Context: an optimization exercise on an open-source flow, tuned for small area, a short achievable clock period and few clock cycles per item. The choices shown serve that exercise and are no tape-out recipe. Function was checked by simulation only, so behaviour that the tests miss may differ from the original. Power figures rest on the tool's default switching activity, not on a simulated workload.

[flow/constraint.sdc]
create_clock -name core_clock -period 15.0 [get_ports {clk}]
set_input_delay 3.0000 -clock core_clock [delete_from_list [all_inputs] [get_ports {clk}]]
set_output_delay 3.0000 -clock core_clock [all_outputs]
set_load 0.01 [all_outputs]
[flow/config.mk]
export PLATFORM = sky130hd
export DESIGN_NAME = fb_draw
export DESIGN_NICKNAME = fb_draw
export VERILOG_FILES = /design/flow/design.v
export SDC_FILE = /design/flow/constraint.sdc
export NUM_CORES = 4
export LEC_CHECK = 0
export CAP_MARGIN = 70
export CORE_MARGIN = 2
export CORE_UTILIZATION = 30
export GPL_TIMING_DRIVEN = 1
export PLACE_DENSITY = 0.6
export SLEW_MARGIN = 70
[flow/flow/run.sh]
#!/bin/bash
# Standard layout flow, with timing repair aimed at a setup slack of 11.5 ns.
bash standard.sh SETUP_SLACK_MARGIN=11.5 finish > standard.log 2>&1
[flow/design.v]
module fb_draw (
    input  wire        clk,
    input  wire        rst,         
    input  wire        cmd_valid,
    output wire        cmd_ready,
    input  wire [2:0]  cmd_op,      
    input  wire [15:0] cmd_x,       
    input  wire [15:0] cmd_y,       
    input  wire [15:0] cmd_len,     
    input  wire [15:0] cmd_h,       
    input  wire [7:0]  cmd_c,       
    input  wire        dat_valid,
    output wire        dat_ready,
    input  wire [7:0]  dat_byte,
    output wire        px_valid,
    input  wire        px_ready,
    output wire [7:0]  px_x,
    output wire [6:0]  px_y,
    output wire [7:0]  px_c,
    output wire        ack          
);
    localparam OP_CLEAR  = 3'd0;
    localparam OP_PIXEL  = 3'd1;
    localparam OP_HLINE  = 3'd2;
    localparam OP_VLINE  = 3'd3;
    localparam OP_CIRCLE = 3'd4;
    localparam OP_BLIT   = 3'd5;
    function [17:0] fadd;
        input [17:0] a, b;
        input        ci;
        reg   [17:0] g, p, gg, pp;
        reg   [18:0] c;
        integer i, k;
        begin
            g = a & b;
            p = a ^ b;
            gg = g;
            pp = p;
            for (k = 1; k < 18; k = k * 2)
                for (i = 0; i < 18; i = i + 1)
                    if ((i / k) % 2 == 1) begin
                        gg[i] = gg[i] | (pp[i] & gg[(i / k) * k - 1]);
                        pp[i] = pp[i] & pp[(i / k) * k - 1];
                    end
            c[0] = ci;
            for (i = 0; i < 18; i = i + 1)
                c[i + 1] = gg[i] | (pp[i] & ci);
            fadd = p ^ c[17:0];
        end
    endfunction
    function [15:0] finc;
        input [15:0] a;
        integer i;
        begin
            for (i = 0; i < 16; i = i + 1)
                finc[i] = a[i] ^ (&(a | ~((16'd1 << i) - 16'd1)));
        end
    endfunction
    function [15:0] fdec;
        input [15:0] a;
        integer i;
        begin
            for (i = 0; i < 16; i = i + 1)
                fdec[i] = a[i] ^ ~(|(a & ((16'd1 << i) - 16'd1)));
        end
    endfunction
    reg rdy;           
    reg ackr;          
    reg busy;          
    reg m_setup;       
    reg m_scan;        
    reg m_circ;        
    reg isblit;        
    reg g;             
    reg first;         
    reg cinit;         
    reg dneg;          
    reg [3:0] emask;   
    reg       e_none;  
    reg       e_one;   
    reg [7:0] ex1, ex2;    
    reg [6:0] ey1, ey2;    
    reg signed [15:0] ox, oy;      
    reg [15:0] cx, cy;             
    reg signed [17:0] dd;          
    reg signed [17:0] ff;          
    reg [16:0] ee;                 
    reg [7:0] pc;
    reg       dr;
    reg       sv;
    reg [7:0] sb;
    assign cmd_ready = rdy;
    assign ack       = ackr;
    assign px_valid  = !e_none;
    assign px_c      = pc;
    assign dat_ready = dr;
    wire acc = rdy & cmd_valid;
    function hzero;   
        input [10:0] a, b;
        input        ci;
        hzero = ((a ^ b) == {(a[9:0] | b[9:0]), ci});
    endfunction
    wire [8:0] xs1 = {1'b0, ox[7:0]} + {1'b0, cx[7:0]};
    wire [8:0] xs2 = {1'b0, ox[7:0]} + {1'b0, ~cx[7:0]} + 9'd1;
    wire [10:0] xh  = {{3{ox[15]}}, ox[15:8]};
    wire hx1 = hzero(xh, {3'b000, cx[15:8]}, xs1[8]);
    wire hx2 = hzero(xh, {3'b111, ~cx[15:8]}, xs2[8]);
    wire [7:0] ys1 = {1'b0, oy[6:0]} + {1'b0, cy[6:0]};
    wire [7:0] ys2 = {1'b0, oy[6:0]} + {1'b0, ~cy[6:0]} + 8'd1;
    wire [10:0] yh  = {{2{oy[15]}}, oy[15:7]};
    wire hy1 = hzero(yh, {2'b00, cy[15:7]}, ys1[7]);
    wire hy2 = hzero(yh, {2'b11, ~cy[15:7]}, ys2[7]);
    wire [7:0] P1 = xs1[7:0], P2 = xs2[7:0];
    wire [6:0] Q1 = ys1[6:0], Q2 = ys2[6:0];
    function lx;   
        input [7:0] v;
        lx = !(v[7] && (v[6] || v[5]));
    endfunction
    wire vx1 = hx1 & lx(P1), vx2 = hx2 & lx(P2), vy1 = hy1, vy2 = hy2;
    wire [3:0] vis = {vx1 & vy2, vx2 & vy2, vx2 & vy1, vx1 & vy1};
    wire [3:0] dup  = first ? (g ? 4'b0110 : 4'b1100) : 4'b0000;
    wire [3:0] gvis = vis & ~dup;               
    wire [3:0] erest = emask & (emask - 4'd1);   
    function [1:0] eflags;   
        input [3:0] m;
        eflags = {m == 4'd0, (m & (m - 4'd1)) == 4'd0};
    endfunction
    wire [1:0] sidx  = emask[0] ? 2'd0 : emask[1] ? 2'd1 : emask[2] ? 2'd2 : 2'd3;
    wire [7:0] selx  = (sidx == 2'd1 || sidx == 2'd2) ? ex2 : ex1;
    wire [6:0] sely  = sidx[1] ? ey2 : ey1;
    assign px_x = selx;
    assign px_y = sely;
    wire       ld    = e_none | (px_ready & e_one);
    wire        c_live = m_circ & (cinit | ff[17] | (ff[16:3] == 14'd0 && !(ff[2] && ff[1])));   
    wire [15:0] cx1    = finc(cx);
    wire [15:0] cy1    = finc(cy);
    wire [15:0] cym1   = fdec(cy);
    wire [17:0] dop    = dneg ? {1'b0, ee} : ff;           
    wire [17:0] dd_n   = fadd(dd, dop, 1'b0);
    wire [17:0] ff_n   = ff + {15'd0, cinit | !dneg, cinit | dneg, 1'b0};
    wire [17:0] base = dd;
    wire [17:0] lsum = dd_n;                                       
    wire [7:0]  lim  = g ? 8'd128 : 8'd160;
    wire        oth  = g ? (ox[15:8] == 8'd0 && lx(ox[7:0])) : (oy[15:7] == 9'd0);
    wire        b_lo = base[17];
    wire        b_hi = !b_lo && (base[16:0] >= {9'd0, lim});
    wire        e_hi = !lsum[17] && (lsum[16:0] > {9'd0, lim});
    wire        e_gt = !lsum[17] && (lsum != 18'd0);              
    wire        l_ne = oth & !b_hi & e_gt & (ff[15:0] != 16'd0);   
    wire [7:0]  l_s  = b_lo ? 8'd0 : base[7:0];
    wire [7:0]  l_e  = e_hi ? lim : lsum[7:0];
    wire take    = dr & dat_valid;
    wire have    = !isblit | sv | take;
    wire [7:0] byte_in = sv ? sb : dat_byte;
    wire row_end = (cx1 == dd[15:0]);
    wire blk_end = (cy1 == ff[15:0]);
    wire more  = m_setup | m_scan | c_live;
    wire ack_n = busy & !more & ld;
    always @(posedge clk) begin
        if (rst) begin
            rdy     <= 1'b1;
            ackr    <= 1'b0;
            busy    <= 1'b0;
            m_setup <= 1'b0;
            m_scan  <= 1'b0;
            m_circ  <= 1'b0;
            emask   <= 4'd0;
            {e_none, e_one} <= 2'b11;
                        sv      <= 1'b0;
            dr      <= 1'b0;
        end else begin
            ackr <= ack_n;
            rdy  <= acc ? 1'b0 : (ack_n | !busy);
            if (ack_n) begin
                busy   <= 1'b0;
                m_circ <= 1'b0;
            end
            if (acc) begin
                busy    <= 1'b1;
                                sv      <= 1'b0;
                ox      <= (cmd_op == OP_CLEAR) ? 16'sd0 : cmd_x;
                oy      <= (cmd_op == OP_CLEAR) ? 16'sd0 : cmd_y;
                cx      <= (cmd_op == OP_CIRCLE) ? cmd_len : 16'd0;
                cy      <= 16'd0;
                dd      <= (cmd_op == OP_CIRCLE) ? ~{2'b00, cmd_len} :
                           (cmd_op == OP_CLEAR) ? 18'sd160 :
                           (cmd_op == OP_BLIT) ? {2'b00, cmd_len} :
                           (cmd_op == OP_VLINE) ? {{2{cmd_y[15]}}, cmd_y} : {{2{cmd_x[15]}}, cmd_x};
                ff      <= (cmd_op == OP_CIRCLE) ? {1'b1, ~cmd_len, 1'b1} :      
                           (cmd_op == OP_CLEAR) ? 18'sd128 :
                           (cmd_op == OP_BLIT) ? {2'b00, cmd_h} :
                           (cmd_op == OP_PIXEL) ? 18'd1 : {2'b00, cmd_len};
                pc      <= (cmd_op == OP_CLEAR) ? 8'd0 : cmd_c;
                g       <= (cmd_op == OP_VLINE);
                first   <= 1'b1;
                cinit   <= 1'b1;
                ee      <= 17'd3;
                dneg    <= (cmd_op == OP_CIRCLE) && (cmd_len[15:1] != 15'd0);    
                emask   <= 4'd0;
            {e_none, e_one} <= 2'b11;
                isblit  <= (cmd_op == OP_BLIT);
                m_setup <= (cmd_op == OP_PIXEL) || (cmd_op == OP_HLINE) || (cmd_op == OP_VLINE);
                m_circ  <= (cmd_op == OP_CIRCLE);
                m_scan  <= (cmd_op == OP_CLEAR) ||
                           ((cmd_op == OP_BLIT) && (cmd_len != 16'd0) && (cmd_h != 16'd0));
                dr      <= (cmd_op == OP_BLIT) && (cmd_len != 16'd0) && (cmd_h != 16'd0);
            end else if (m_setup) begin
                m_setup <= 1'b0;
                m_scan  <= l_ne;
                g       <= 1'b0;
                if (g) begin
                    oy <= 16'sd0;
                    cx <= 16'd0;
                    cy <= {8'd0, l_s};
                    dd <= 18'sd1;
                    ff <= {10'd0, l_e};
                end else begin
                    ox <= 16'sd0;
                    cx <= {8'd0, l_s};
                    cy <= 16'd0;
                    dd <= {10'd0, l_e};
                    ff <= 18'sd1;
                end
            end else if (m_circ) begin
                if (cinit) begin
                    cinit <= 1'b0;
                    ff    <= ff_n;                      
                end
                if (px_ready) begin
                    emask <= erest;
                    {e_none, e_one} <= eflags(erest);
                end
                if (c_live && ld) begin
                    emask <= gvis;
                    {e_none, e_one} <= eflags(gvis);
                    ex1   <= P1[7:0];
                    ex2   <= P2[7:0];
                    ey1   <= Q1[6:0];
                    ey2   <= Q2[6:0];
                    g <= !g;
                    if (!g) begin                       
                        cx <= cy;
                        cy <= cx;
                    end else begin                      
                        first <= 1'b0;
                        cx    <= dneg ? cy : cym1;
                        cy    <= cx1;
                        dd    <= dd_n;
                        ee    <= ee + 17'd2;
                        dneg  <= dd_n[17] & ~(&dd_n[16:1]);    
                        ff    <= ff_n;
                    end
                end
            end else if (m_scan) begin
                if (ld && have) begin
                    emask <= {3'b000, vis[0]};
                    {e_none, e_one} <= {!vis[0], 1'b1};
                    ex1   <= P1;
                    ey1   <= Q1;
                    if (isblit) pc <= byte_in;
                    sv  <= 1'b0;
                    if (row_end) begin
                        cx <= 16'd0;
                        cy <= cy1;
                    end else begin
                        cx <= cx1;
                    end
                    if (row_end && blk_end) begin
                        m_scan <= 1'b0;
                        dr     <= 1'b0;
                    end else begin
                        dr     <= isblit;
                    end
                end else begin
                    if (px_ready) begin
                        emask <= 4'd0;
                        {e_none, e_one} <= 2'b11;
                    end
                    if (take) begin    
                        sb <= dat_byte;
                        sv <= 1'b1;
                        dr <= 1'b0;
                    end
                end
            end else if (px_ready) begin
                emask <= 4'd0;
                {e_none, e_one} <= 2'b11;
            end
        end
    end
endmodule
[flow/standard.sh]
#!/bin/bash
# synth_recipe.tcl (not shown) runs the flow's synth.tcl, then flattens the netlist and writes it again
# the make line also repeats each setting of config.mk as NAME=value (left out here)
make -C /OpenROAD-flow-scripts/flow DESIGN_CONFIG=/design/flow/config.mk WORK_HOME=/design/flow/orfs CLKGATE_MAP_FILE= SYNTH_SCRIPT=/design/flow/synth_recipe.tcl "${@:-finish}"
==> impl_metrics.tcl, run 1 <==
set metrics [dict create \
    status "no timing/DRC/antenna violations" \
    fin_crit_ns 4.58 \
    fp.dieArea_sq_um 49100 \
    reg2reg_depth 18 \
    report.final.slew_viol_count 0 \
    die_w_um 222 \
    syn_avg_cell_area_sq_um 9.37 \
    async_flop_share_pct 0 \
    drt_iter0_drc 1603 \
    r2r_setup_slack_ns 10.46 \
    use_met3_pct 5.18 \
    routabilityCongestion 0.953 \
    ys_types 77 \
    ys_seq_area_share_pct 37.3 \
    grt_max_degree 55 \
    final_hold_viol_count 0 \
    yosysTopAreaCell "edfxtp_1" \
    internal-power_uw 1160 \
    layout_commonest_cell "edfxtp_1" \
    worstSetupPathType "register to output port" \
    power_switching_uw 557 \
    layout-drive-gt1-share_pct 36.3 \
    met1_usage_pct 27.5 \
    start_util_pct 30.4 \
    first_pass_iters 18 \
    p_sw_share_pct 32.5 \
    drc_errors 0 \
    maxCapViolCount 0 \
    cts_root_buf "clkbuf_16" \
    cts_max_level 4 \
    hp-class "register to register" \
    finalSetupViolCount 0 \
    numCtsBuffers 17 \
    core-area_sq_um 46700 \
    grt_pass1_wl_um 84000 \
    yosysTopAreaCellShare_pct 35.3 \
    min_to "emask[3]" \
    num_rows 79 \
    synthesis.area_sq_um 14200 \
    drt-total-wl_um 58100 \
    yosysWarnings 1 \
    wl_per_cell_um 23.6 \
    cts_tree "yes" \
    insertedDiodeCount 0 \
    place_ws_ns 9.11 \
    combPwrFrac_pct 33.8 \
    maxSlewHeadroom_pct 67.8 \
    clkPwrFrac_pct 29.7 \
    rr_endpoint "dneg" \
    synth_flop_cell "edfxtp_1" \
    power_frac_seq_pct 36.5 \
    numPortBuffers 114 \
    area_growth_pct 50.3 \
    ys_ff_latch 181 \
    place_inst 2206 \
    via_count 14000 \
    setup_tns_ns 0 \
    min_from "emask[3]" \
    worst_pin_slew_ns 0.484 \
    timing.fmax_ghz 0.218 \
    antenna_found_initial 0 \
    grt_pass1_vias 13700 \
    hold_depth 2 \
    cts.path.max_buffers 2 \
    grt_busiest_layer "met2" \
    gr-usage-met2_pct 36.7 \
    die_h_um 222 \
    synthCells 1516 \
    fin_nets 2034 \
    insertion_delay_ns 0.47 \
    synth_edf_count 167 \
    ant_nets 0 \
    skew_ns 0.0171 \
    vdd_drop_max_mv 0.0892 \
    synth_fp_nets 1710 \
    fin_ws_ns 10.42 \
    final_area_sq_um 21300 \
    placed_cell_area_sq_um 17000 \
    power_density_nw_per_um2 80.3 \
    period_share_pct 30.5 \
    rsz0062_at_grt "yes" \
    place_hpwl_um 39200 \
    path_max_fanout 8 \
    layout_common_cells "edfxtp_1 (167), buf_6 (125), buf_4 (95)" \
    end_kind "output port" \
    clk_pin_slew_worst_paths_ns 0.07 \
    critPathLaunchType "register" \
    clock-sinks 181 \
    grt_overflow 0 \
    vias_per_cell 5.69 \
    reg2reg_from "dneg" \
    worstPathRequired_ns 12.00 \
    power.leakage_uw 0.00833 \
    critPathArrivalTime_ns 1.58 \
    boundaryPins 115 \
    ys_top_cells_by_area "edfxtp_1 (35%), ha_1 (8.5%), xnor2_1 (6.1%)" \
    stdcell_count 2460 \
    track_usage_pct 22.6 \
]
==> cells in the mapped netlist (all sizes together), types with 8 or more instances <==
master    n
nand4    22
fa       10
nor4     32
a22oi    29
buf      15
o211ai   15
dfxtp    14
xor2     68
nand2b   12
a31oi    22
mux2     27
nor2b    10
a21o     13
nand3    55
nor3     32
clkbuf   61
o31ai    10
a211oi   18
o21ai    67
o21a      8
and2     39
nor2    109
inv      99
a21oi    62
and3     19
xnor2    99
nand2   125
ha       96
mux2i    23
o22ai    14
o221ai   14
edfxtp  167
==> logic make-up (layout without fill, tap and decap cells) <==
group | after synthesis | count (layout) | share of synthesized area, %
AOI/OAI and AO/OA | 341 | 341 | 16.3
xor gates and xnor gates | 167 | 167 | 10.3
adders and majority gates | 107 | 107 | 9.94
buffers and inverters | 177 | 508 | 4.86
DFF | 181 | 181 | 37.3
muxes | 50 | 50 | 3.76
and+or+nand+nor | 493 | 499 | 17.6
==> repair_timing <==
action	CTS	global route
resized for setup	542	151
setup buffers	143	55
setup endpoints to repair	337	312
cloned	16	5
pin swaps	76	56
hold endpoints to repair	0	0
hold buffers	0	0
==> critical path, cell delays in order (launching register included) <==
cell	delay, ns
dfxtp_4	0.37
o21bai_4	0.16
buf_12	0.15
mux2_4	0.31
buf_6	0.12
==> flip-flops by register name, indices dropped and copies added (netlist names), 4 cells and up <==
| name | cells |
|---|---|
| dd | 18 |
| ex2 | 8 |
| ox | 16 |
| pc | 8 |
| ey1 | 7 |
| emask | 4 |
| cx | 16 |
| oy | 16 |
| ff | 18 |
| sb | 8 |
| cy | 16 |
| ey2 | 7 |
| ee | 16 |
| ex1 | 8 |
==> worst max path at each step <==
stage                   start       to  slack (ns)  cells past startpoint
floorplan            px_ready    cy[0]       10.01                      8
global placement    cmd_valid   cy[13]        8.53                      6
detailed placement  cmd_valid   cy[14]        9.11                      8
CTS                      dneg     dneg       10.36                     21
global route             dneg     dneg       10.30                     18
finish               emask[2]  px_x[7]       10.42                      4
==> metrics by stage <==
step                      utilization (%)  hold WS (ns)  power (uW)
final                                45.7         0.521        1710
after global routing                 45.7         0.548        1770
after CTS                            43.0         0.506        1630
after detailed placement             36.4         0.502        1030
after global placement               35.2         0.489        1010
after floorplan                         -         0.469         892
==> per-layer routing <==
layer  vias to the layer above  part of all wire, %
met2                       884                   46
met3                       219                   10
met5                         -                    0
met4                         0                  6.4
met1                      6678                   37
li1                       6221                    -
==> power groups by stage <==
stage / combinational [uW] / clock, uW / sequential [uW]
floorplan: 273 / 0 / 619
CTS: 495 / 511 / 624
global placement: 370 / 0 / 636
global route: 612 / 528 / 627
detailed placement: 399 / 0 / 635
finish: 579 / 509 / 626
==> area by class of cell <==
class	instances	area, sq um
clock buffer	20	437
clock inverter	12	204
timing repair buffer	369	4000
sequential	181	5320
multi-input combinational	1164	10100
inverter	101	428
tap	607	759
timing repair inverter	6	67.6
fill	4245	25300
Testbench counts, summed over its fixed seeds: cycles 122,404, items 2,400.
==> run 2: changes to the inputs <==
==> flow/flow/run.sh (replaced) <==
#!/bin/bash
# Standard layout flow, with timing repair aimed at a setup slack of 10 ns.
bash standard.sh SETUP_SLACK_MARGIN=10 finish > standard.log 2>&1
==> impl_metrics.tcl, run 2 <==
set metrics [dict create \
    start_util_pct 30.4 \
    grt_max_degree 54 \
    end_kind "register" \
    grt_pass1_vias 12200 \
    syn_avg_cell_area_sq_um 9.37 \
    grt_overflow 0 \
    fin_crit_ns 4.94 \
    rsz0062_at_grt "yes" \
    async_flop_share_pct 0 \
    power_density_nw_per_um2 85.4 \
    place_ws_ns 8.92 \
    cts_tree "yes" \
    grt_pass1_wl_um 75800 \
    setup_tns_ns 0 \
    core-area_sq_um 46700 \
    worst_pin_slew_ns 0.477 \
    slowest_stage "or4_1" \
    ant_nets 0 \
    skew_ns 0.0121 \
    reg2reg_from "dneg" \
    yosys.cell_count.top_type "edfxtp_1" \
    hp-class "register to register" \
    antenna_found_initial 3 \
    r2r_setup_slack_ns 10.06 \
    critPathLaunchType "register" \
    track_usage_pct 20.3 \
    top_regs "dd (18), ff (18)" \
    placed_cell_area_sq_um 16500 \
    critPathArrivalTime_ns 5.16 \
    finalSetupViolCount 0 \
    rr_endpoint "dneg" \
    layout-drive-gt1-share_pct 13.1 \
    numPortBuffers 114 \
    layout_common_cells "edfxtp_1 (167), nand2_1 (119), nor2_1 (99)" \
    final_area_sq_um 17400 \
    fp.dieArea_sq_um 49100 \
    vias_per_cell 5.64 \
    synthCells 1516 \
    area_growth_pct 22.8 \
    period_share_pct 32.9 \
    drc_errors 0 \
    via_count 12700 \
    critPathBufInv 2 \
    power.leakage_uw 0.00639 \
    worstSetupStartpoint "dneg" \
    clock-sinks 181 \
    num_rows 79 \
    boundaryPins 115 \
    report.final.slew_viol_count 0 \
    yosysWarnings 1 \
    cp.depth 18 \
    critPathMaxStageDelay_ns 0.63 \
    ys_top_cells_by_area "edfxtp_1 (35%), ha_1 (8.5%), xnor2_1 (6.1%)" \
    drt-total-wl_um 50700 \
    insertion_delay_ns 0.47 \
    maxSlewHeadroom_pct 67.9 \
    die_w_um 222 \
    clk_pin_slew_worst_paths_ns 0.08 \
    vdd_drop_max_mv 0.0724 \
    reg2reg_depth 18 \
    final_hold_viol_count 0 \
    ys_types 77 \
    synth_flop_cell "edfxtp_1" \
    numCtsBuffers 17 \
    routabilityCongestion 0.931 \
    ys_ff_latch 181 \
    worstSetupPathType "register to register" \
    min_from "emask[3]" \
    yosysTopAreaCell "edfxtp_1" \
    hold_depth 2 \
    drt_iter0_drc 1428 \
    first_pass_iters 16 \
    yosys-top-cells-count "edfxtp_1 (167), nand2_1 (125), nor2_1 (109)" \
    worstPathRequired_ns 15.22 \
    path_max_fanout 16 \
    wl_per_cell_um 22.5 \
    path_delay_family "simple AND/OR/NAND/NOR gates" \
    timing.fmax_ghz 0.203 \
    layout_commonest_cell "edfxtp_1" \
    fin_nets 1824 \
    synth_fp_nets 1710 \
    place_hpwl_um 39500 \
    yosysTopAreaCellShare_pct 35.3 \
    synth_edf_count 167 \
    cts_max_level 4 \
    cts.path.max_buffers 2 \
    path_cells "buf_6 -> or2_2 -> ha_1 -> inv_1 -> fa_1 -> nor2b_1 -> o21a_1 -> o211a_1 -> nor2_1 -> o211a_1 -> fa_1 -> or4_1 -> nor4_2 -> nand4b_1 -> nor3_2 -> nand4b_1 -> nor4_4 -> o31ai_1" \
    maxCapViolCount 0 \
    status "no timing/DRC/antenna violations" \
    ys_seq_area_share_pct 37.3 \
    die_h_um 222 \
    crit_end "dneg" \
    cts_root_buf "clkbuf_16" \
    fin_ws_ns 10.06 \
    synthesis.area_sq_um 14200 \
]
==> run 2: cell counts after synthesis <==
No cell type changed its count.
==> run 2: worst min-delay path by stage <==
stage                    end  slack (ns)
floorplan           emask[3]        0.47
finish              emask[3]        0.51
CTS                 emask[3]        0.51
global route        emask[3]        0.55
global placement    emask[3]        0.49
detailed placement  emask[3]        0.51
==> run 2: area by class of cell <==
type	instances	area, sq um
multi-input combinational	1158	8750
inverter	101	389
antenna	2	5.00
clock buffer	17	425
clock inverter	15	150
tap	607	759
fill	4647	29200
timing repair buffer	171	1650
sequential	181	5310
==> run 2: kinds of logic after synthesis <==
family | synth area share [%]
compound gates | 16.3
xor+xnor | 10.3
fa+ha+maj | 9.94
buf+inv | 4.86
flops | 37.3
mux | 3.76
simple gates | 17.6
==> run 2: through the flow <==
| stage | instances | total power (uW) | hold slack (ns) | utilization [%] |
|---|---|---|---|---|
| after floorplan | 1516 | 863 | 0.471 | - |
| after global placement | 2178 | 992 | 0.488 | 34.4 |
| after detailed placement | 2203 | 1020 | 0.505 | 35.4 |
| after CTS | 2243 | 1470 | 0.513 | 36.9 |
| after global routing | 2251 | 1550 | 0.554 | 37.4 |
| final | 2252 | 1490 | 0.511 | 37.4 |
==> run 2: what timing repair did <==
action	CTS	global route
hold buffers	0	0
endpoints found under the setup margin	74	33
gates resized for setup	17	24
setup buffers	7	2
pin swaps	4	4
gates cloned	1	1
==> run 2: worst min-delay path, cell delays in order, from the launching register on <==
cell,delay [ns]
dfxtp_1,0.35
nand2_1,0.07
a21oi_1,0.05
==> run 2: report_power, final <==
| group | internal [uW] | leakage, uW | switching, uW | total, uW |
|---|---|---|---|---|
| clock | 223 | 0.000282 | 233 | 455 |
| combinational | 169 | 0.00444 | 238 | 408 |
| sequential | 589 | 0.00167 | 36.7 | 626 |
==> run 2: metal layers <==
| metal | track usage [%] | wire length, um |
|---|---|---|
| met4 | 7.11 | 1650 |
| met2 | 32.3 | 23000 |
| met5 | 0 | 11 |
| met1 | 27.3 | 21300 |
| met3 | 4.40 | 4760 |
==> run 3: changes to the inputs <==
==> flow/flow/run.sh (replaced) <==
#!/bin/bash
# Standard layout flow, with timing repair aimed at a setup slack of 10.5 ns.
bash standard.sh SETUP_SLACK_MARGIN=10.5 finish > standard.log 2>&1
==> impl_metrics.tcl, run 3 <==
set metrics [dict create \
    setup_tns_ns 0 \
    skew_ns 0.0116 \
    reg2reg_from "dneg" \
    place_inst 2205 \
    grt_pass1_wl_um 79400 \
    cts_max_level 4 \
    layout_commonest_cell "edfxtp_1" \
    core-area_sq_um 46700 \
    top_regs "dd (18), ff (18)" \
    routabilityCongestion 0.993 \
    numCtsBuffers 17 \
    power_switching_uw 514 \
    insertedDiodeCount 0 \
    drt-total-wl_um 54100 \
    slowest_stage "dfxtp_4" \
    drc_errors 0 \
    ys_top_cells_by_area "edfxtp_1 (35%), ha_1 (8.5%), xnor2_1 (6.1%)" \
    first_pass_iters 18 \
    worstSetupStartpoint "emask[0]" \
    drt_iter0_drc 1488 \
    crit_end "px_x[4]" \
    combPwrFrac_pct 28.7 \
    critPathArrivalTime_ns 1.68 \
    synth_flop_cell "edfxtp_1" \
    vias_per_cell 5.65 \
    final_hold_viol_count 0 \
    total_power_uw 1540 \
    clock-sinks 181 \
    yosysTopAreaCellShare_pct 35.3 \
    synthCells 1516 \
    cts_root_buf "clkbuf_16" \
    via_count 13000 \
    boundaryPins 115 \
    maxCapViolCount 0 \
    r2r_setup_slack_ns 10.33 \
    critPathMaxStageDelay_ns 0.36 \
    antenna_found_initial 0 \
    synth_edf_count 167 \
    ant_nets 0 \
    period_share_pct 31.2 \
    report.final.slew_viol_count 0 \
    synthesis.area_sq_um 14200 \
    fin_nets 1881 \
    wl_per_cell_um 23.4 \
    start_util_pct 30.4 \
    grt_pass1_vias 12700 \
    rr_endpoint "dneg" \
    ys_ff_latch 181 \
    worst_pin_slew_ns 0.486 \
    maxSlewHeadroom_pct 67.6 \
    yosysWarnings 1 \
    worstPathRequired_ns 12.00 \
    reg2reg_depth 18 \
    stdcell_count 2307 \
    rsz0062_at_grt "yes" \
    layout-drive-gt1-share_pct 18.7 \
    fin_ws_ns 10.32 \
    cts_hold_buffers 0 \
    async_flop_share_pct 0 \
    layout_common_cells "edfxtp_1 (167), nand2_1 (118), nor2_1 (99)" \
    finalSetupViolCount 0 \
    path_max_fanout 7 \
    power.leakage_uw 0.00683 \
    power_density_nw_per_um2 84.2 \
    die_w_um 222 \
    end_kind "output port" \
    clkPwrFrac_pct 30.6 \
    synth_fp_nets 1710 \
    yosys-top-cells-count "edfxtp_1 (167), nand2_1 (125), nor2_1 (109)" \
    fin_crit_ns 4.68 \
    numPortBuffers 114 \
    cts.path.max_buffers 2 \
    place_ws_ns 9.30 \
    track_usage_pct 21.5 \
    yosys.cell_count.top_type "edfxtp_1" \
    grt_max_degree 55 \
    num_rows 79 \
    critPathLaunchType "register" \
    vdd_drop_max_mv 0.0925 \
    syn_avg_cell_area_sq_um 9.37 \
    fp.dieArea_sq_um 49100 \
    ys_types 77 \
    worstSetupPathType "register to output port" \
    clk_pin_slew_worst_paths_ns 0.07 \
    cts_tree "yes" \
    insertion_delay_ns 0.47 \
    power_frac_seq_pct 40.6 \
    status "no timing/DRC/antenna violations" \
    area_growth_pct 28.8 \
    place_hpwl_um 40500 \
    timing.fmax_ghz 0.213 \
    ys_seq_area_share_pct 37.3 \
    internal-power_uw 1030 \
    path_cells "o21bai_4 -> buf_12 -> buf_4 -> mux2_4 -> buf_6" \
    grt_overflow 0 \
    yosysTopAreaCell "edfxtp_1" \
    die_h_um 222 \
    p_sw_share_pct 33.4 \
    holdWs_ns 0.542 \
    hp-class "register to register" \
]
-- run 3: power groups by stage --
stage	registers (uW)	clock network, uW	logic (uW)
after floorplan	618	0	249
after global placement	637	0	360
after detailed placement	637	0	384
after CTS	625	476	418
after global routing	627	493	472
final	626	471	442
-- run 3: metrics by stage --
step | utilization [%] | cell area [sq um]
2_1_floorplan | - | 14500
3_3_place_gp | 34.5 | 16100
3_5_place_dp | 35.5 | 16600
4_1_cts | 38.4 | 17900
5_1_grt | 39.2 | 18300
6_report | 39.2 | 18300
-- run 3: worst max-delay path: cells and delay by family (launching register included) --
family	cells	cell delay, ns
compound gates	1	0.17
buf+inv	3	0.39
flops	1	0.36
mux	1	0.29
-- run 3: worst min-delay path by stage --
stage | to | cells past startpoint | from | slack, ns
global placement | emask[3] | 2 | emask[3] | 0.49
finish | emask[3] | 2 | emask[3] | 0.54
CTS | emask[3] | 2 | emask[3] | 0.51
floorplan | emask[3] | 2 | emask[3] | 0.47
detailed placement | emask[3] | 2 | emask[3] | 0.50
global route | emask[3] | 2 | emask[3] | 0.56
-- run 3: cell type report --
cell class | instances | area [sq um]
inverters | 101 | 394
fillers | 4642 | 28400
flip-flops and latches | 181 | 5310
clock inverters | 13 | 145
clock buffers | 19 | 433
multi-input cells | 1160 | 9080
well taps | 607 | 759
repair buffers | 226 | 2160
-- run 3: logic make-up after synthesis --
kind of cell | Yosys count | share of synthesized area (%)
compound gates | 341 | 16.3
xor+xnor | 167 | 10.3
fa+ha+maj | 107 | 9.94
buf+inv | 177 | 4.86
flops | 181 | 37.3
mux | 50 | 3.76
simple gates | 493 | 17.6
-- run 3: timing repair --
item / 4_1_cts / 5_1_grt
gates cloned: 6 / 0
gates resized for setup: 177 / 47
setup buffers: 42 / 17
endpoints found under the setup margin: 239 / 58
pin swaps: 29 / 31
-- run 3: routing by layer --
layer,wire length [um],vias up,track usage [%]
li1,-,5902,-
met1,21600,6348,27.3
met2,25200,660,35.0
met3,4900,123,4.41
met4,2380,0,10.4
met5,0,-,0
==> run 4: changes to the inputs <==
--- a/flow/design.v
+++ b/flow/design.v
@@ -231,11 +231,13 @@
                     {e_none, e_one} <= eflags(erest);
                 end
-                if (c_live && ld) begin
-                    emask <= gvis;
-                    {e_none, e_one} <= eflags(gvis);
-                    ex1   <= P1[7:0];
-                    ex2   <= P2[7:0];
-                    ey1   <= Q1[6:0];
-                    ey2   <= Q2[6:0];
+                if (c_live && (ld || gvis == 4'd0)) begin
+                    if (ld) begin
+                        emask <= gvis;
+                        {e_none, e_one} <= eflags(gvis);
+                        ex1   <= P1[7:0];
+                        ex2   <= P2[7:0];
+                        ey1   <= Q1[6:0];
+                        ey2   <= Q2[6:0];
+                    end
                     g <= !g;
                     if (!g) begin                       
--- a/flow/config.mk
+++ b/flow/config.mk
@@ -8,6 +8,6 @@
 export CAP_MARGIN = 70
 export CORE_MARGIN = 2
-export CORE_UTILIZATION = 30
+export CORE_UTILIZATION = 50
 export GPL_TIMING_DRIVEN = 1
-export PLACE_DENSITY = 0.6
+export PLACE_DENSITY = 0.8
 export SLEW_MARGIN = 70
==> impl_metrics.tcl, run 4 <==
set metrics [dict create \
    antenna_found_initial 0 \
    fin_nets 1961 \
    synthCells 1617 \
    fin_crit_ns 4.59 \
    period_share_pct 30.6 \
    fillCellCount 2330 \
    placed_cell_area_sq_um 16700 \
    ys_ff_latch 181 \
    maxSlewHeadroom_pct 69.5 \
    numPortBuffers 114 \
    min_from "emask[3]" \
    ys_top_cells_by_area "edfxtp_1 (34%), ha_1 (8.2%), xnor2_1 (5.7%)" \
    setup_tns_ns 0 \
    worst_pin_slew_ns 0.456 \
    drt_iter0_drc 1793 \
    rr_endpoint "dneg" \
    cpMostUsedCell "buf_6" \
    clk_pin_slew_worst_paths_ns 0.07 \
    async_flop_share_pct 0 \
    met1_usage_pct 42.5 \
    insertedDiodeCount 0 \
    vias_per_cell 6.40 \
    reg2reg_depth 18 \
    cts_hold_buffers 0 \
    synth_flop_cell "edfxtp_1" \
    fp.dieArea_sq_um 30800 \
    insertion_delay_ns 0.46 \
    track_usage_pct 32.7 \
    yosysTopAreaCell "edfxtp_1" \
    cts_tree "yes" \
    syn_avg_cell_area_sq_um 9.11 \
    clock-sinks 181 \
    synthesis.area_sq_um 14700 \
    yosysTopAreaCellShare_pct 34.0 \
    end_kind "output port" \
    critPathBufInv 3 \
    timing.fmax_ghz 0.218 \
    total_power_uw 1560 \
    power.leakage_uw 0.00696 \
    numCtsBuffers 17 \
    layout_common_cells "edfxtp_1 (167), nand2_1 (128), nor2_1 (119)" \
    yosys.cell_count.top_type "edfxtp_1" \
    status "no timing/DRC/antenna violations" \
    routabilityCongestion 1.03 \
    maxCapViolCount 0 \
    rsz0062_at_grt "yes" \
    cts_root_buf "clkbuf_16" \
    min_to "emask[3]" \
    grt_pass1_vias 13200 \
    ys_seq_area_share_pct 36.0 \
    slowest_stage "dfxtp_4" \
    first_pass_iters 7 \
    hold_depth 2 \
    finalSetupViolCount 0 \
    die_w_um 176 \
    gr-usage-met2_pct 49.9 \
    path_max_fanout 7 \
    drc_errors 0 \
    final_area_sq_um 18200 \
    ys_types 87 \
    cts_max_level 4 \
    critPathLaunchType "register" \
    worstPathRequired_ns 12.00 \
    grt_max_degree 55 \
    cts.path.max_buffers 2 \
    hp-class "register to register" \
    critPathArrivalTime_ns 1.59 \
    skew_ns 0.0152 \
    die_h_um 176 \
    r2r_setup_slack_ns 10.45 \
    area_growth_pct 23.9 \
    worstSetupPathType "register to output port" \
    final_hold_viol_count 0 \
    boundaryPins 115 \
    vdd_drop_max_mv 0.0854 \
    grt_busiest_layer "met2" \
    path_delay_family "flip-flops" \
    layout_commonest_cell "edfxtp_1" \
    layout-drive-gt1-share_pct 16.9 \
    start_util_pct 51.0 \
    report.final.slew_viol_count 0 \
    top_regs "dd (18), ff (18)" \
    use_met3_pct 7.77 \
    yosysWarnings 1 \
    yosys-top-cells-count "edfxtp_1 (167), nor2_1 (136), nand2_1 (134)" \
    reg2reg_from "dneg" \
    synth_edf_count 167 \
    core-area_sq_um 28900 \
    critPathMaxStageDelay_ns 0.37 \
    wl_per_cell_um 23.8 \
    grt_overflow 0 \
    num_rows 62 \
    grt_pass1_wl_um 76500 \
    path_cells "nor2_4 -> buf_12 -> buf_6 -> mux2_4 -> buf_6" \
    power_density_nw_per_um2 85.7 \
    via_count 13800 \
    drt-total-wl_um 51500 \
    synth_fp_nets 1811 \
    place_hpwl_um 38200 \
    ant_nets 0 \
]
[run 4: cell count changes after synthesis, sizes merged, moves of 17 or more]
cell,previous run,this run
a21oi,62,80
mux2i,23,40
nor2,109,136
xor2,68,50
o21ai,67,92
[run 4: logic make-up (layout without fill, tap and decap cells)]
family / after synthesis / after routing / synth area share [%]
AOI/OAI and AO/OA: 372 / 372 / 17.2
xor gates and xnor gates: 146 / 146 / 8.68
adders and majority gates: 106 / 106 / 9.51
buffers and inverters: 188 / 347 / 4.88
DFF: 181 / 181 / 36.0
muxes: 69 / 69 / 4.94
and+or+nand+nor: 555 / 559 / 18.9
[run 4: report_power, final]
group / internal [uW] / total, uW / switching [uW]
logic: 202 / 481 / 279
registers: 593 / 631 / 38.3
clock network: 225 / 453 / 228
total: 1020 / 1560 / 545
[run 4: what timing repair did]
| action | 4_1_cts | 5_1_grt |
|---|---|---|
| endpoints found under the hold margin | 0 | 0 |
| endpoints found under the setup margin | 220 | 93 |
| buffers inserted | 27 | 26 |
| pin swaps | 17 | 18 |
| gates resized for setup | 145 | 41 |
| gates cloned | 6 | 0 |
[run 4: layout make-up]
cell class	count	area (sq um)	area share, %
Sequential cell	181	5310	29.1
Multi-Input combinational cell	1252	9450	51.8
Tap cell	384	480	2.63
Clock inverter	14	129	0.706
Inverter	100	379	2.08
Timing Repair Buffer	215	2060	11.3
Clock buffer	18	439	2.41
[run 4: metrics by stage]
stage	cells	hold WS, ns	util (%)	setup slack (ns)
2_1_floorplan	1617	0.470	-	10.39
3_3_place_gp	2038	0.494	56.3	9.05
3_5_place_dp	2070	0.524	57.9	9.27
4_1_cts	2135	0.532	61.8	10.40
5_1_grt	2164	0.574	63.2	10.32
6_report	2164	0.527	63.2	10.41
[run 4: worst reg2reg max path, cell delays in order, from the launching register on]
cell,delay [ns]
edfxtp_1,0.43
buf_6,0.16
buf_4,0.16
or2_2,0.30
ha_1,0.21
inv_2,0.07
fa_2,0.21
nor2b_2,0.05
o31a_1,0.26
o21ba_4,0.22
nor2_4,0.08
fa_2,0.45
or4_4,0.54
nor4_4,0.27
nand4_1,0.12
nor2_1,0.15
and3_1,0.17
nand4b_1,0.15
a22o_1,0.28
[run 4: worst max path at each step]
| stage | start | end | slack [ns] | cells after the start |
|---|---|---|---|---|
| after floorplan | px_ready | ff[11] | 10.39 | 9 |
| after global placement | cmd_op[2] | dd[4] | 9.05 | 6 |
| after detailed placement | cmd_valid | m_scan | 9.27 | 12 |
| after CTS | emask[1] | px_y[3] | 10.40 | 5 |
| after global routing | dneg | dneg | 10.32 | 18 |
| final | emask[0] | px_y[0] | 10.41 | 5 |
[run 4: layer usage]
| metal | up-vias | wire length (um) | share of wire (%) |
|---|---|---|---|
| met3 | 228 | 5980 | 12 |
| li1 | 6222 | - | - |
| met1 | 6457 | 19600 | 38 |
| met2 | 934 | 22300 | 43 |
| met4 | 0 | 3560 | 6.9 |
| met5 | - | 0 | 0 |
Testbench counts of run 4, summed over its fixed seeds: cycles 119,715, items 2,400.
==> run 5: changes to the inputs <==
--- a/flow/config.mk
+++ b/flow/config.mk
@@ -8,6 +8,6 @@
 export CAP_MARGIN = 70
 export CORE_MARGIN = 2
-export CORE_UTILIZATION = 50
+export CORE_UTILIZATION = 30
 export GPL_TIMING_DRIVEN = 1
-export PLACE_DENSITY = 0.8
+export PLACE_DENSITY = 0.6
 export SLEW_MARGIN = 70
==> impl_metrics.tcl, run 5 <==
set metrics [dict create \
    numCtsBuffers 17 \
    area_growth_pct 26.2 \
    ys_top_cells_by_area "edfxtp_1 (34%), ha_1 (8.2%), xnor2_1 (5.7%)" \
    insertedDiodeCount 0 \
    yosysTopAreaCell "edfxtp_1" \
    layout_commonest_cell "edfxtp_1" \
    layout_common_cells "edfxtp_1 (167), nand2_1 (127), nor2_1 (119)" \
    numPortBuffers 114 \
    cts_tree "yes" \
    rsz0062_at_grt "yes" \
    synth.area.mux_share_pct 4.94 \
    track_usage_pct 21.5 \
    cts_hold_buffers 0 \
    drt-total-wl_um 55200 \
    insertion_delay_ns 0.47 \
    layout-drive-gt1-share_pct 16.7 \
    synth_flop_cell "edfxtp_1" \
    internal-power_uw 1040 \
    die_h_um 226 \
    vdd_drop_max_mv 0.0630 \
    ys_seq_area_share_pct 36.0 \
    synth_compound_area_share_pct 17.2 \
    synthCells 1617 \
    timing.fmax_ghz 0.216 \
    critPathArrivalTime_ns 1.64 \
    routabilityCongestion 0.966 \
    critPathBufInv 3 \
    cts_root_buf "clkbuf_16" \
    clkPwrFrac_pct 30.0 \
    status "no timing/DRC/antenna violations" \
    yosysWarnings 1 \
    synth_fp_nets 1811 \
    combPwrFrac_pct 30.2 \
    start_util_pct 30.2 \
    grt_overflow 0 \
    worst_pin_slew_ns 0.454 \
    power.leakage_uw 0.00694 \
    drc_errors 0 \
    fin_crit_ns 4.64 \
    first_pass_iters 5 \
    syn_avg_cell_area_sq_um 9.11 \
    power_density_nw_per_um2 85.3 \
    p_sw_share_pct 34.1 \
    grt_pass1_vias 13100 \
    r2r_setup_slack_ns 10.49 \
    rr_endpoint "dneg" \
    critPathMaxStageDelay_ns 0.36 \
    wl_per_cell_um 22.7 \
    clk_pin_slew_worst_paths_ns 0.08 \
    cpMostUsedCell "buf_6" \
    grt_max_degree 55 \
    num_rows 81 \
    setup_tns_ns 0 \
    place_hpwl_um 42500 \
    synth_fa_ha_area_share_pct 9.51 \
    end_kind "output port" \
    async_flop_share_pct 0 \
    min_from "busy" \
    ys_types 87 \
    worstPathRequired_ns 12.00 \
    worstSetupPathType "register to output port" \
    path_delay_family "buffers and inverters" \
    yosys-top-cells-count "edfxtp_1 (167), nor2_1 (136), nand2_1 (134)" \
    core-area_sq_um 48700 \
    power_frac_seq_pct 39.8 \
    min_to "rdy" \
    slowest_stage "dfxtp_4" \
    ant_nets 0 \
    grt_pass1_wl_um 81800 \
    reg2reg_from "dneg" \
    synth_edf_count 167 \
    antenna_found_initial 0 \
    synth_top_family_by_area "simple AND/OR/NAND/NOR gates" \
    period_share_pct 30.9 \
    yosys.cell_count.top_type "edfxtp_1" \
    via_count 13600 \
    cts.path.max_buffers 2 \
    clock-sinks 181 \
    die_w_um 226 \
    fin_nets 1951 \
    synth-simple-area-share_pct 18.9 \
    skew_ns 0.0136 \
    hp-class "register to register" \
    final_core_util_pct 38.1 \
    boundaryPins 115 \
    reg2reg_depth 17 \
    final_hold_viol_count 0 \
    yosysTopAreaCellShare_pct 34.0 \
    vias_per_cell 5.59 \
    maxSlewHeadroom_pct 69.5 \
    hold_depth 2 \
    maxCapViolCount 0 \
    drt_iter0_drc 1409 \
    cts_max_level 4 \
    report.final.slew_viol_count 0 \
    power_switching_uw 541 \
    ys_ff_latch 181 \
    path_cells "buf_6 -> nor2_4 -> buf_12 -> mux2_4 -> buf_6" \
    top_regs "dd (18), ff (18)" \
    finalSetupViolCount 0 \
    path_max_fanout 8 \
    fp.dieArea_sq_um 50900 \
    synthesis.area_sq_um 14700 \
    critPathLaunchType "register" \
    yosys.area_share.xor_xnor_pct 8.68 \
]
==> run 5: cell counts after synthesis <==
Identical to the previous run, type by type.
==> run 5: final cells by class <==
cell class / instances / area, sq um
multi-input combinational: 1249 / 9410
sequential: 181 / 5310
inverter: 100 / 392
timing repair buffer: 208 / 2050
clock inverter: 15 / 169
clock buffer: 17 / 425
fill: 4855 / 30200
tap: 664 / 831
==> run 5: per-layer routing <==
layer	vias to the layer above	share of wire [%]	track usage (%)	routed length (um)
met1	6613	42	28.2	23000
met2	677	45	34.5	25000
met4	0	4.1	8.80	2240
met3	127	8.9	4.48	4910
li1	6184	-	-	-
met5	-	0	0	0
==> run 5: how the worst max path moves through the flow <==
| stage | startpoint | end | slack, ns | cells after the start |
|---|---|---|---|---|
| global route | emask[1] | px_y[0] | 10.31 | 5 |
| CTS | emask[1] | px_y[6] | 10.34 | 5 |
| floorplan | px_ready | ff[11] | 10.39 | 9 |
| detailed placement | cmd_valid | m_scan | 8.96 | 12 |
| finish | emask[1] | px_y[6] | 10.36 | 5 |
| global placement | cmd_op[2] | dd[3] | 8.89 | 6 |
==> run 5: cells by family after synthesis <==
group | count (synthesis)
and+or+nand+nor | 555
AOI/OAI and AO/OA | 372
buffers and inverters | 188
DFF | 181
xor gates and xnor gates | 146
adders and majority gates | 106
muxes | 69
==> run 5: tightest hold or removal path: stages (launching register included) <==
cell	delay [ns]
dfxtp_1	0.31
nand2_1	0.05
a21o_1	0.11
==> run 5: repair_timing <==
action | 4_1_cts | 5_1_grt
setup buffers | 21 | 19
cloned | 3 | 1
pin swaps | 14 | 20
setup endpoints to repair | 226 | 92
gates resized for setup | 148 | 41
==> run 5: power groups by stage <==
stage          Sequential (uW)  Clock [uW]  Combinational (uW)
2_1_floorplan              622           0                 283
3_3_place_gp               644           0                 403
3_5_place_dp               644           0                 428
4_1_cts                    632         480                 450
5_1_grt                    633         498                 514
6_report                   631         475                 480
==> run 5: metrics by stage <==
step / power [uW] / cells / cell area (sq um) / hold WS, ns / setup WS, ns
floorplan: 904 / 1617 / 14900 / 0.470 / 10.39
global placement: 1050 / 2323 / 16600 / 0.489 / 8.89
detailed placement: 1070 / 2352 / 17100 / 0.489 / 8.96
CTS: 1560 / 2408 / 18200 / 0.508 / 10.34
global route: 1650 / 2434 / 18600 / 0.538 / 10.31
finish: 1590 / 2434 / 18600 / 0.504 / 10.36
==> run 6: changes to the inputs <==
--- a/flow/config.mk
+++ b/flow/config.mk
@@ -8,6 +8,6 @@
 export CAP_MARGIN = 70
 export CORE_MARGIN = 2
-export CORE_UTILIZATION = 30
+export CORE_UTILIZATION = 40
 export GPL_TIMING_DRIVEN = 1
-export PLACE_DENSITY = 0.6
+export PLACE_DENSITY = 0.7
 export SLEW_MARGIN = 70
==> impl_metrics.tcl, run 6 <==
set metrics [dict create \
    fp.dieArea_sq_um 38400 \
    grt_pass1_wl_um 79300 \
    insertion_delay_ns 0.46 \
    path_delay_family "flip-flops" \
    holdWs_ns 0.516 \
    power.leakage_uw 0.00691 \
    period_share_pct 30.5 \
    skew_ns 0.0144 \
    start_util_pct 40.4 \
    synth_flop_cell "edfxtp_1" \
    grt_pass1_vias 13300 \
    routabilityCongestion 0.974 \
    cts_tree "yes" \
    drt_iter0_drc 1521 \
    multi_input_area_sq_um 9400 \
    ant_nets 0 \
    ys_ff_latch 181 \
    yosysTopAreaCell "edfxtp_1" \
    num_rows 70 \
    wl_per_cell_um 23.4 \
    async_flop_share_pct 0 \
    critPathBufInv 2 \
    numPortBuffers 114 \
    place_hpwl_um 39800 \
    worstPathRequired_ns 12.00 \
    layout_commonest_cell "edfxtp_1" \
    path_max_fanout 6 \
    ys_top_cells_by_area "edfxtp_1 (34%), ha_1 (8.2%), xnor2_1 (5.7%)" \
    worst_pin_slew_ns 0.490 \
    path_cells "nor2_4 -> buf_4 -> mux2_4 -> buf_6" \
    boundaryPins 115 \
    worstSetupStartpoint "emask[0]" \
    vias_per_cell 6.14 \
    yosys-top-cells-count "edfxtp_1 (167), nor2_1 (136), nand2_1 (134)" \
    cts.path.max_buffers 2 \
    numCtsBuffers 17 \
    yosysTopAreaCellShare_pct 34.0 \
    hp-class "register to register" \
    placed_cell_area_sq_um 16800 \
    power_density_nw_per_um2 86.7 \
    drc_errors 0 \
    slowest_stage "dfxtp_4" \
    critPathLaunchType "register" \
    final_hold_viol_count 0 \
    end_kind "output port" \
    via_count 13800 \
    maxCapViolCount 0 \
    critPathArrivalTime_ns 1.58 \
    syn_avg_cell_area_sq_um 9.11 \
    ys_seq_area_share_pct 36.0 \
    first_pass_iters 6 \
    synthCells 1617 \
    synth_edf_count 167 \
    cts_root_buf "clkbuf_16" \
    min_from "emask[3]" \
    die_w_um 196 \
    regArea_sq_um 5310 \
    cts_max_level 4 \
    synth_fp_nets 1811 \
    clk_pin_slew_worst_paths_ns 0.07 \
    clock-sinks 181 \
    vdd_drop_max_mv 0.0762 \
    timing.fmax_ghz 0.218 \
    finalSetupViolCount 0 \
    grt_max_degree 54 \
    yosys.cell_count.top_type "edfxtp_1" \
    antenna_found_initial 1 \
    insertedDiodeCount 0 \
    layout_common_cells "edfxtp_1 (167), nand2_1 (128), nor2_1 (121)" \
    area_growth_pct 24.2 \
    fillCellCount 3291 \
    grt_overflow 0 \
    die_h_um 196 \
    ys_types 87 \
    core-area_sq_um 36400 \
    maxSlewHeadroom_pct 67.1 \
    drt-total-wl_um 52500 \
    status "no timing/DRC/antenna violations" \
    yosysWarnings 1 \
    report.final.slew_viol_count 0 \
    top_regs "dd (18), ff (18)" \
    synthesis.area_sq_um 14700 \
    fin_crit_ns 4.58 \
    cts_hold_buffers 0 \
    worstSetupPathType "register to output port" \
    fin_nets 1958 \
    layout-drive-gt1-share_pct 16.6 \
    setup_tns_ns 0 \
    reg2reg_from "dneg" \
    rsz0062_at_grt "yes" \
    final_area_sq_um 18300 \
    track_usage_pct 26.9 \
    critPathMaxStageDelay_ns 0.36 \
]
==> run 6: cell counts after synthesis <==
No cell type changed its count.
==> run 6: per-stage QoR <==
| step | worst slack [ns] | cells | total power, uW | util, % |
|---|---|---|---|---|
| finish | 10.42 | 2244 | 1590 | 50.2 |
| global route | 10.36 | 2244 | 1640 | 50.2 |
| CTS | 10.35 | 2214 | 1560 | 49.1 |
| detailed placement | 9.19 | 2159 | 1070 | 46.2 |
| global placement | 8.76 | 2126 | 1040 | 44.9 |
| floorplan | 10.39 | 1617 | 904 | - |
==> run 6: routing by layer <==
metal  vias to the layer above  global-route usage (%)  part of all wire [%]
met5                         -                       0                     0
met4                         0                    13.8                   5.7
met3                       171                    4.52                    10
met2                       878                    43.1                    45
met1                      6521                    35.3                    39
li1                       6205                       -                     -
==> run 6: final timing paths <==
path / cells after the start / endpoint / slack, ns
worst min-delay path: 2 / emask[3] / 0.52
worst max-delay path: 4 / px_y[0] / 10.42
worst max register to register: 17 / dneg / 10.64
worst min register to register: 2 / emask[3] / 0.52
==> run 6: what timing repair did <==
| item | 4_1_cts | 5_1_grt |
|---|---|---|
| gates cloned | 4 | 2 |
| setup buffers | 20 | 22 |
| pin swaps | 10 | 12 |
| endpoints found under the setup margin | 221 | 63 |
| gates resized for setup | 144 | 27 |
==> run 6: logic make-up after synthesis <==
logic type      count (synthesis)  synth area share [%]
buf+inv                       188                  4.88
compound gates                372                  17.2
simple gates                  555                  18.9
fa+ha+maj                     106                  9.51
mux                            69                  4.94
flops                         181                  36.0
xor+xnor                      146                  8.68
==> run 6: final cells by class <==
cell class              count  share of cell area (%)
clock inverters            14                   0.944
well taps                 468                    3.20
inverters                 100                    2.07
repair buffers            213                    11.0
clock buffers              17                    2.33
flip-flops and latches    181                    29.1
multi-input cells        1251                    51.4
==> run 6: worst min-delay path: cells and delay by family, from the launching register on <==
family           cells  cell delay [ns]
AO/OA/AOI/OAI        1             0.06
flip-flops           1             0.35
AND/OR/NAND/NOR      1             0.07
==> run 6: power by group <==
part	switching [uW]	internal, uW	total, uW
clock	219	264	483
sequential	36.7	593	629
combinational	275	199	474
total	531	1060	1590
==> run 7: changes to the inputs <==
--- a/flow/config.mk
+++ b/flow/config.mk
@@ -6,8 +6,8 @@
 export NUM_CORES = 4
 export LEC_CHECK = 0
-export CAP_MARGIN = 70
+export CAP_MARGIN = 20
 export CORE_MARGIN = 2
 export CORE_UTILIZATION = 40
 export GPL_TIMING_DRIVEN = 1
 export PLACE_DENSITY = 0.7
-export SLEW_MARGIN = 70
+export SLEW_MARGIN = 20
==> impl_metrics.tcl, run 7 <==
set metrics [dict create \
    status "no timing/DRC/antenna violations" \
    critPathArrivalTime_ns 1.62 \
    num_rows 70 \
    fin_nets 1919 \
    ys_seq_area_share_pct 36.0 \
    first_pass_iters 7 \
    rsz0062_at_grt "yes" \
    final_hold_viol_count 0 \
    worstSetupPathType "register to output port" \
    grt_max_degree 54 \
    yosysTopAreaCellShare_pct 34.0 \
    yosysTopAreaCell "edfxtp_1" \
    synth_flop_cell "edfxtp_1" \
    drt-total-wl_um 52500 \
    worstSetupStartpoint "emask[0]" \
    die_w_um 196 \
    report.final.slew_viol_count 0 \
    fp.dieArea_sq_um 38400 \
    place_hpwl_um 38700 \
    insertion_delay_ns 0.46 \
    grt_pass1_vias 13200 \
    stdcell_count 2206 \
    synth_edf_count 167 \
    power_density_nw_per_um2 88.1 \
    synthesis.area_sq_um 14700 \
    fin_crit_ns 4.62 \
    layout_common_cells "edfxtp_1 (167), nand2_1 (126), nor2_1 (122)" \
    ys_ff_latch 181 \
    critPathLaunchType "register" \
    die_h_um 196 \
    cts_max_level 4 \
    synth_fp_nets 1811 \
    antenna_found_initial 0 \
    vias_per_cell 6.10 \
    grt_overflow 0 \
    clock-sinks 181 \
    period_share_pct 30.8 \
    numPortBuffers 114 \
    layout-drive-gt1-share_pct 13.0 \
    cts_hold_buffers 0 \
    wl_per_cell_um 23.8 \
    track_usage_pct 27.1 \
    reg2reg_from "dneg" \
    start_util_pct 40.4 \
    top_regs "dd (18), ff (18)" \
    hp-class "register to register" \
    end_kind "output port" \
    numCtsBuffers 17 \
    maxSlewHeadroom_pct 47.8 \
    ys_top_cells_by_area "edfxtp_1 (34%), ha_1 (8.2%), xnor2_1 (5.7%)" \
    cts_root_buf "clkbuf_16" \
    path_max_fanout 3 \
    via_count 13500 \
    power.leakage_uw 0.00675 \
    core-area_sq_um 36400 \
    boundaryPins 115 \
    yosys-top-cells-count "edfxtp_1 (167), nor2_1 (136), nand2_1 (134)" \
    layout_commonest_cell "edfxtp_1" \
    cts_tree "yes" \
    skew_ns 0.0219 \
    yosys.cell_count.top_type "edfxtp_1" \
    ant_nets 0 \
    yosysWarnings 1 \
    routabilityCongestion 0.974 \
    worstPathRequired_ns 12.00 \
    min_from "emask[3]" \
    async_flop_share_pct 0 \
    grt_pass1_wl_um 79000 \
    area_growth_pct 21.8 \
    drt_iter0_drc 1733 \
    vdd_drop_max_mv 0.0824 \
    syn_avg_cell_area_sq_um 9.11 \
    ys_types 87 \
    maxCapViolCount 0 \
    cts.path.max_buffers 2 \
    clk_pin_slew_worst_paths_ns 0.08 \
    finalSetupViolCount 0 \
    place_inst 2126 \
    synthCells 1617 \
    setup_tns_ns 0 \
    worst_pin_slew_ns 0.775 \
    insertedDiodeCount 0 \
    timing.fmax_ghz 0.216 \
    drc_errors 0 \
]
[run 7: what timing repair did]
| action | CTS | global route |
|---|---|---|
| cloned | 6 | 0 |
| endpoints found under the setup margin | 273 | 136 |
| gates resized for setup | 159 | 35 |
| pin swaps | 14 | 11 |
| buffers inserted | 26 | 15 |
[run 7: worst max-delay path, stage by stage (launching register included)]
cell     delay (ns)
dfxtp_4        0.37
nor2_4         0.18
buf_6          0.13
buf_6          0.08
mux2_4         0.29
buf_6          0.12
[run 7: through the flow]
stage / setup slack [ns] / cell area, sq um / hold slack [ns] / power, uW / utilization, %
after global placement: 8.76 / 16400 / 0.495 / 1040 / 44.9
after global routing: 10.32 / 17900 / 0.546 / 1640 / 49.2
final: 10.38 / 17900 / 0.518 / 1580 / 49.2
after CTS: 10.36 / 17700 / 0.520 / 1560 / 48.5
after detailed placement: 8.64 / 16400 / 0.512 / 1050 / 44.9
after floorplan: 10.39 / 14900 / 0.470 / 904 / -
[run 7: layer usage]
layer / up-vias / track usage, % / wire length (um) / share of wire, %
li1: 6108 / - / - / -
met1: 6402 / 34.9 / 20400 / 39
met2: 799 / 43.0 / 23700 / 45
met3: 158 / 5.72 / 5610 / 11
met4: 0 / 14.2 / 2790 / 5.3
met5: - / 0 / 0 / 0
[run 7: report_power, final]
group          switching [uW]  total, uW  internal [uW]
Clock                     228        496            268
Combinational             262        450            188
Sequential               41.6        634            593
Total                     531       1580           1050
[run 7: path summary, 6_finish.rpt]
kind	to	slack, ns	cells past startpoint
hold reg to reg	emask[3]	0.52	2
setup reg to reg	dneg	10.61	17
hold / removal	emask[3]	0.52	2
setup / recovery	px_y[1]	10.38	5
[run 7: logic make-up after synthesis]
| group | count (synthesis) | synth area share, % |
|---|---|---|
| AND/OR/NAND/NOR | 555 | 18.9 |
| AO/OA/AOI/OAI | 372 | 17.2 |
| buffers and inverters | 188 | 4.88 |
| flip-flops | 181 | 36.0 |
| XOR/XNOR | 146 | 8.68 |
| adder cells (fa/ha/maj) | 106 | 9.51 |
| multiplexers | 69 | 4.94 |
[run 7: final cells by class]
cell class	instances	area (sq um)
clock buffer	18	429
sequential	181	5310
timing repair buffer	174	1860
inverter	100	378
fill	3300	18500
tap	468	586
multi-input combinational	1251	9190
clock inverter	14	185
==> run 8: changes to the inputs <==
--- a/flow/config.mk
+++ b/flow/config.mk
@@ -6,8 +6,8 @@
 export NUM_CORES = 4
 export LEC_CHECK = 0
-export CAP_MARGIN = 20
+export CAP_MARGIN = 40
 export CORE_MARGIN = 2
 export CORE_UTILIZATION = 40
 export GPL_TIMING_DRIVEN = 1
 export PLACE_DENSITY = 0.7
-export SLEW_MARGIN = 20
+export SLEW_MARGIN = 40
==> impl_metrics.tcl, run 8 <==
set metrics [dict create \
    status "no timing/DRC/antenna violations" \
    slowest_stage "dfxtp_4" \
    critPathLaunchType "register" \
    yosysTopAreaCell "edfxtp_1" \
    layout_commonest_cell "edfxtp_1" \
    placed_cell_area_sq_um 16400 \
    ant_nets 0 \
    fin_nets 1926 \
    ys_top_cells_by_area "edfxtp_1 (34%), ha_1 (8.2%), xnor2_1 (5.7%)" \
    grt_pass1_vias 13300 \
    fp.dieArea_sq_um 38400 \
    synth_flop_cell "edfxtp_1" \
    skew_ns 0.0182 \
    setup_tns_ns 0 \
    synthCells 1617 \
    finalSetupViolCount 0 \
    power_density_nw_per_um2 87.6 \
    drt_iter0_drc 1702 \
    yosys.cell_count.top_type "edfxtp_1" \
    vias_per_cell 6.17 \
    die_h_um 196 \
    grt_max_degree 54 \
    area_growth_pct 21.7 \
    first_pass_iters 5 \
    layout-drive-gt1-share_pct 13.4 \
    fin_crit_ns 4.56 \
    clock-sinks 181 \
    wl_per_cell_um 23.8 \
    cts_hold_buffers 0 \
    path_cells "o21ai_4 -> buf_12 -> mux2_4 -> buf_6" \
    synthesis.area_sq_um 14700 \
    yosys-top-cells-count "edfxtp_1 (167), nor2_1 (136), nand2_1 (134)" \
    period_share_pct 30.4 \
    synth_edf_count 167 \
    hp-class "register to register" \
    cts.path.max_buffers 2 \
    insertion_delay_ns 0.46 \
    report.final.slew_viol_count 0 \
    cts_tree "yes" \
    cts_root_buf "clkbuf_16" \
    power.leakage_uw 0.00674 \
    via_count 13600 \
    worstSetupPathType "register to output port" \
    critPathArrivalTime_ns 1.56 \
    num_rows 70 \
    start_util_pct 40.4 \
    syn_avg_cell_area_sq_um 9.11 \
    grt_overflow 0 \
    ys_seq_area_share_pct 36.0 \
    maxCapViolCount 0 \
    die_w_um 196 \
    grt_pass1_wl_um 79400 \
    async_flop_share_pct 0 \
    antenna_found_initial 0 \
    end_kind "output port" \
    synth_fp_nets 1811 \
    track_usage_pct 27.2 \
    numCtsBuffers 17 \
    numPortBuffers 114 \
    cts_max_level 4 \
    core-area_sq_um 36400 \
    insertedDiodeCount 0 \
    worst_pin_slew_ns 0.774 \
    worstPathRequired_ns 12.00 \
    critPathMaxStageDelay_ns 0.37 \
    routabilityCongestion 0.974 \
    top_regs "dd (18), ff (18)" \
    yosysWarnings 1 \
    place_hpwl_um 38800 \
    vdd_drop_max_mv 0.0682 \
    timing.fmax_ghz 0.219 \
    maxSlewHeadroom_pct 47.9 \
    drc_errors 0 \
    path_max_fanout 8 \
    rsz0062_at_grt "yes" \
    final_hold_viol_count 0 \
    yosysTopAreaCellShare_pct 34.0 \
    ys_types 87 \
    drt-total-wl_um 52600 \
    clk_pin_slew_worst_paths_ns 0.07 \
    boundaryPins 115 \
    final_area_sq_um 17900 \
    ys_ff_latch 181 \
    layout_common_cells "edfxtp_1 (167), nand2_1 (127), nor2_1 (122)" \
]
## run 8: cell counts after synthesis
Identical to the previous run, type by type.
## run 8: area by class of cell
class	instances	area, sq um
Tap cell	468	586
Timing Repair Buffer	180	1850
Sequential cell	181	5310
Fill cell	3316	18500
Inverter	100	375
Clock buffer	17	425
Multi-Input combinational cell	1252	9210
Clock inverter	14	174
## run 8: where the power goes
part	total (uW)	switching [uW]	leakage (uW)	internal (uW)
sequential	634	41.7	0.00168	593
clock	483	219	0.000296	264
combinational	453	264	0.00477	190
## run 8: logic make-up after synthesis
| kind of cell | Yosys count | synth area share (%) |
|---|---|---|
| muxes | 69 | 4.94 |
| adders and majority gates | 106 | 9.51 |
| xor gates and xnor gates | 146 | 8.68 |
| DFF | 181 | 36.0 |
| AOI/OAI and AO/OA | 372 | 17.2 |
| and+or+nand+nor | 555 | 18.9 |
| buffers and inverters | 188 | 4.88 |
## run 8: timing repair
| item | in CTS | in global routing |
|---|---|---|
| buffers inserted | 29 | 17 |
| gates resized for setup | 150 | 37 |
| cloned | 6 | 1 |
| pin swaps | 15 | 10 |
| endpoints found under the setup margin | 259 | 130 |
## run 8: metal layers
metal  vias up  routed length (um)  GRT usage (%)
met1      6497               20600           35.0
met4         0                2700           13.6
li1       6144                   -              -
met2       843               24000           44.0
met3       162                5220           5.02
met5         -                   0              0
## run 8: path summary, 6_finish.rpt
check / from / to / slack (ns) / cells after the start
worst max-delay path: emask[2] / px_x[5] / 10.44 / 4
worst min-delay path: emask[3] / emask[3] / 0.52 / 2
worst max register to register: dneg / dneg / 10.56 / 18
worst min register to register: emask[3] / emask[3] / 0.52 / 2
## run 8: stage by stage
stage / power (uW) / setup WS [ns] / hold slack, ns / std cells / utilization, %
after floorplan: 904 / 10.39 / 0.470 / 1617 / -
after global placement: 1040 / 8.76 / 0.495 / 2126 / 44.9
after detailed placement: 1050 / 9.00 / 0.512 / 2128 / 45.1
after CTS: 1540 / 10.38 / 0.522 / 2194 / 48.4
after global routing: 1630 / 10.39 / 0.546 / 2212 / 49.2
final: 1570 / 10.44 / 0.520 / 2212 / 49.2
## run 8: worst max-delay path, delay by kind of cell (launching register included)
| family | cells | cell delay (ns) |
|---|---|---|
| flip-flops | 1 | 0.37 |
| multiplexers | 1 | 0.30 |
| buffers and inverters | 2 | 0.27 |
| AO/OA/AOI/OAI | 1 | 0.16 |

==> re-timing with driven ports <==
In the flow no input, the clock included, has a driving cell. The finished layouts below were timed again as built, in two steps. Step 1: set_driving_cell puts a clkbuf_16 on clk and a buf_2 on each other input, an assumption about the parent block. Step 2, shift: input delay + t, output delay - t, t = (earliest + latest rising clock arrival at the registers) / 2. This alone moves slack from input paths to output paths. Slacks: ideal / step 1 / step 2; pairs: ideal / step 1.
run	shift t [ns]	slack for setup (ns)	worst setup path after step 2	clock arrival spread, ns	cell pins on the clock port's net
run 1	0.514	10.423 / 10.368 / 10.036	input to register	0.018 / 0.017	1
run 2	0.515	10.062 / 10.022 / 9.583	input to register	0.012 / 0.012	1
run 3	0.516	10.316 / 10.266 / 10.030	input to register	0.012 / 0.013	1
run 4	0.504	10.412 / 10.361 / 10.064	input to register	0.016 / 0.015	1
run 5	0.518	10.365 / 10.308 / 9.985	input to register	0.015 / 0.014	1
run 6	0.500	10.420 / 10.372 / 9.990	input to register	0.015 / 0.015	1
run 7	0.505	10.376 / 10.322 / 10.056	input to register	0.022 / 0.022	1
run 8	0.498	10.440 / 10.388 / 10.051	input to register	0.018 / 0.018	1
After both steps every run listed still meets setup and hold. For run 2, which loses most, drivers alone change the setup slack by -0.040 ns; drivers and shift together by -0.479 ns.
